What follows belongs to an exercise in optimizing a design on an open flow for small area, a short achievable clock period and few clock cycles per item; a production flow would make more cautious choices. RTL that was checked went through simulation tests only; none was proved equivalent to the original.

// ozec_calc
module ozec_calc (
    input             clk,
    input             rst_n,
    input             in_valid,
    output            in_ready,
    input      [31:0] cmd,
    input             subst,       
    input             nibmode,     
    input             bus_ready,   
    input      [15:0] d_word,      
    input      [7:0]  d_ofs,       
    input      [7:0]  d_rs,        
    input             d_valid,     
    output reg        done,
    output reg [3:0]  err,
    output reg        seq,
    output     [31:0] res0,
    output     [31:0] res1,
    output reg        wr_en,
    output     [6:0]  wr_addr,
    output            wr_two,
    output reg [15:0] wr_data
);
    localparam [7:0] OP_RDREG   = 8'h01, OP_WRREG  = 8'h02, OP_CHIPID = 8'h03,
                     OP_REBOOT  = 8'h04, OP_RDWORD = 8'h10, OP_WRWORD = 8'h11,
                     OP_LOCK    = 8'h12, OP_RDIMG  = 8'h13, OP_REWRITE = 8'h14,
                     OP_LOADIMG = 8'h18, OP_SAVEIMG = 8'h19,
                     OP_CELLV   = 8'h20, OP_CURR   = 8'h21, OP_RSENSE = 8'h22,
                     OP_LIMIT   = 8'h23, OP_THRESH = 8'h24, OP_ADC2MV = 8'h25,
                     OP_V2ADC   = 8'h26, OP_SETRS  = 8'h27, OP_SETVL  = 8'h28,
                     OP_UNPACK  = 8'h30, OP_SEXT4  = 8'h31, OP_DECAUTH = 8'h38;
    localparam [1:0] SUB_NONE = 2'd0, SUB_LIVE = 2'd1, SUB_EITHER = 2'd2;
    localparam [3:0] K_DEF   = 4'd0,    
                     K_DEFX  = 4'd1,    
                     K_CURR  = 4'd2,    
                     K_MV    = 4'd3,    
                     K_V2A   = 4'd4,    
                     K_SETRS = 4'd5,    
                     K_SETVL = 4'd6,    
                     K_LIM1  = 4'd7,    
                     K_LIM2  = 4'd8,    
                     K_SEQ   = 4'd9,    
                     K_E1    = 4'd10,   
                     K_E4    = 4'd11,   
                     K_E8    = 4'd12,   
                     K_E9    = 4'd13,   
                     K_E10   = 4'd14;   
    localparam integer NS = 5;
    function integer B;
        input integer k;
        begin
            case (k)
                0: B = 0;
                1: B = 6;
                2: B = 12;
                3: B = 18;
                4: B = 24;
                default: B = 28;
            endcase
        end
    endfunction
  ...
For scale: about 2,600 cells after synthesis, about 420 flip-flops, about 170 I/O pins, ~24,000 um2 of cells after synthesis.
clock: 115.0 ns
lec_check: 0
abc_area: 1
cap_margin: 20
core_margin: 2
core_utilization: 70
cts_cluster_diameter: 100
cts_cluster_size: 30
slew_margin: 20
standard.sh (not shown) runs the stock make flow with config.mk's settings and CLKGATE_MAP_FILE= SYNTH_SCRIPT=/design/flow/synth_recipe.tcl, a recipe that flattens the netlist after the stock synthesis.
==> flow/flow/run.sh <==
#!/bin/bash
set -e
export BUFFER_PORTS_ARGS="-buffer_cell sky130_fd_sc_hd__buf_2"
bash standard.sh > standard.log 2>&1
Next try:
--- a/flow/design.v
+++ b/flow/design.v
@@ -13,19 +13,19 @@
     input             d_valid,     
     output reg        done,
     output reg [3:0]  err,
     output reg        seq,
     output     [31:0] res0,
     output     [31:0] res1,
     output reg        wr_en,
     output     [6:0]  wr_addr,
     output            wr_two,
-    output reg [15:0] wr_data
+    output     [15:0] wr_data
 );
     localparam [7:0] OP_RDREG   = 8'h01, OP_WRREG  = 8'h02, OP_CHIPID = 8'h03,
                      OP_REBOOT  = 8'h04, OP_RDWORD = 8'h10, OP_WRWORD = 8'h11,
                      OP_LOCK    = 8'h12, OP_RDIMG  = 8'h13, OP_REWRITE = 8'h14,
                      OP_LOADIMG = 8'h18, OP_SAVEIMG = 8'h19,
                      OP_CELLV   = 8'h20, OP_CURR   = 8'h21, OP_RSENSE = 8'h22,
                      OP_LIMIT   = 8'h23, OP_THRESH = 8'h24, OP_ADC2MV = 8'h25,
                      OP_V2ADC   = 8'h26, OP_SETRS  = 8'h27, OP_SETVL  = 8'h28,
                      OP_UNPACK  = 8'h30, OP_SEXT4  = 8'h31, OP_DECAUTH = 8'h38;
@@ -364,18 +364,19 @@
             K_E10:   n_err = 4'd10;
             K_E1:    n_err = 4'd1;
             K_E4:    n_err = 4'd4;
             default: n_err = 4'd0;
         endcase
     end
     reg [28:0] o_res0;
     reg [24:0] o_res1;
     reg [6:1]  o_addr;
+    reg [10:0] o_wdat;
     reg [24:0] n_res1;
     always @(*) begin
         case (f_k)
             K_V2A:   n_res1 = {5'd0, mv};
             K_LIM1:  n_res1 = rq[24:0];
             K_LIM2:  n_res1 = o_res1;
             K_CURR:  n_res1 = {{9{f_d[15]}}, f_d};
             K_MV:    n_res1 = {12'd0, f_q[12:0]};
             K_SETVL: n_res1 = 25'd0;
@@ -396,17 +397,18 @@
     end
     always @(posedge clk) begin
         done    <= rst_n & f_v & (f_k != K_LIM1);
         err     <= n_err;
         seq     <= (f_k == K_SEQ);
         o_res0  <= n_res0;
         o_res1  <= n_res1;
         wr_en   <= (f_k == K_SETRS) || (f_k == K_SETVL);
         o_addr  <= n_addr[6:1];
-        wr_data <= (f_k == K_SETVL) ? {f_q[12:5], f_q[4:0], f_d[2:0]}
-                                    : {8'd0, f_q[7:0]};
+        o_wdat  <= (f_k == K_SETVL) ? {f_q[7:5], f_q[4:0], f_d[2:0]}
+                                    : {3'd0, f_q[7:0]};
     end
     assign res0    = {{3{o_res0[28]}}, o_res0};
     assign res1    = {{7{o_res1[24]}}, o_res1};
     assign wr_addr = {o_addr, 1'b0};
     assign wr_two  = o_addr[6];
+    assign wr_data = {o_res0[12:8], o_wdat};
 endmodule
The changed run completed without violations.
Final cell count stays flat.
Die area rose by about 0.33%.
First-iteration DRC count increases by about 1.7%.
Synthesized cell count hardly moves.
Final area hardly moves.
Worst hold slack barely changes.
Global-route usage goes up by 0.90 points.
Core utilization is about the same.
Non-clock buffer count went up by 3.
Testbench counts after the change, summed over its fixed seeds: cycles 3,904, items 3,200.
No functional check of the RTL was part of the first run of this note.

==> port drivers added, routing unchanged <==
In the flow no input, the clock included, has a driving cell. The finished layouts below were timed again as built, in two steps. Step 1 assumes that a clkbuf_16 drives the clock port and a buf_2 every other input. Step 2, shift: input delay + t, output delay - t, t = (earliest + latest rising clock arrival at the registers) / 2. This alone moves slack from input paths to output paths. Three values: no drivers, after step 1, after step 2; two values: the first two.
| run | t (ns) | slack for setup (ns) | hold WS [ns] | worst setup path at the end |
|---|---|---|---|---|
| the first run | 0.593 | 90.801 / 90.747 / 91.110 | 0.328 / 0.328 / 0.328 | input to register |
| the second run | 0.609 | 90.800 / 90.742 / 91.055 | 0.326 / 0.326 / 0.326 | input to register |
After both steps setup and hold are still met in every run listed.
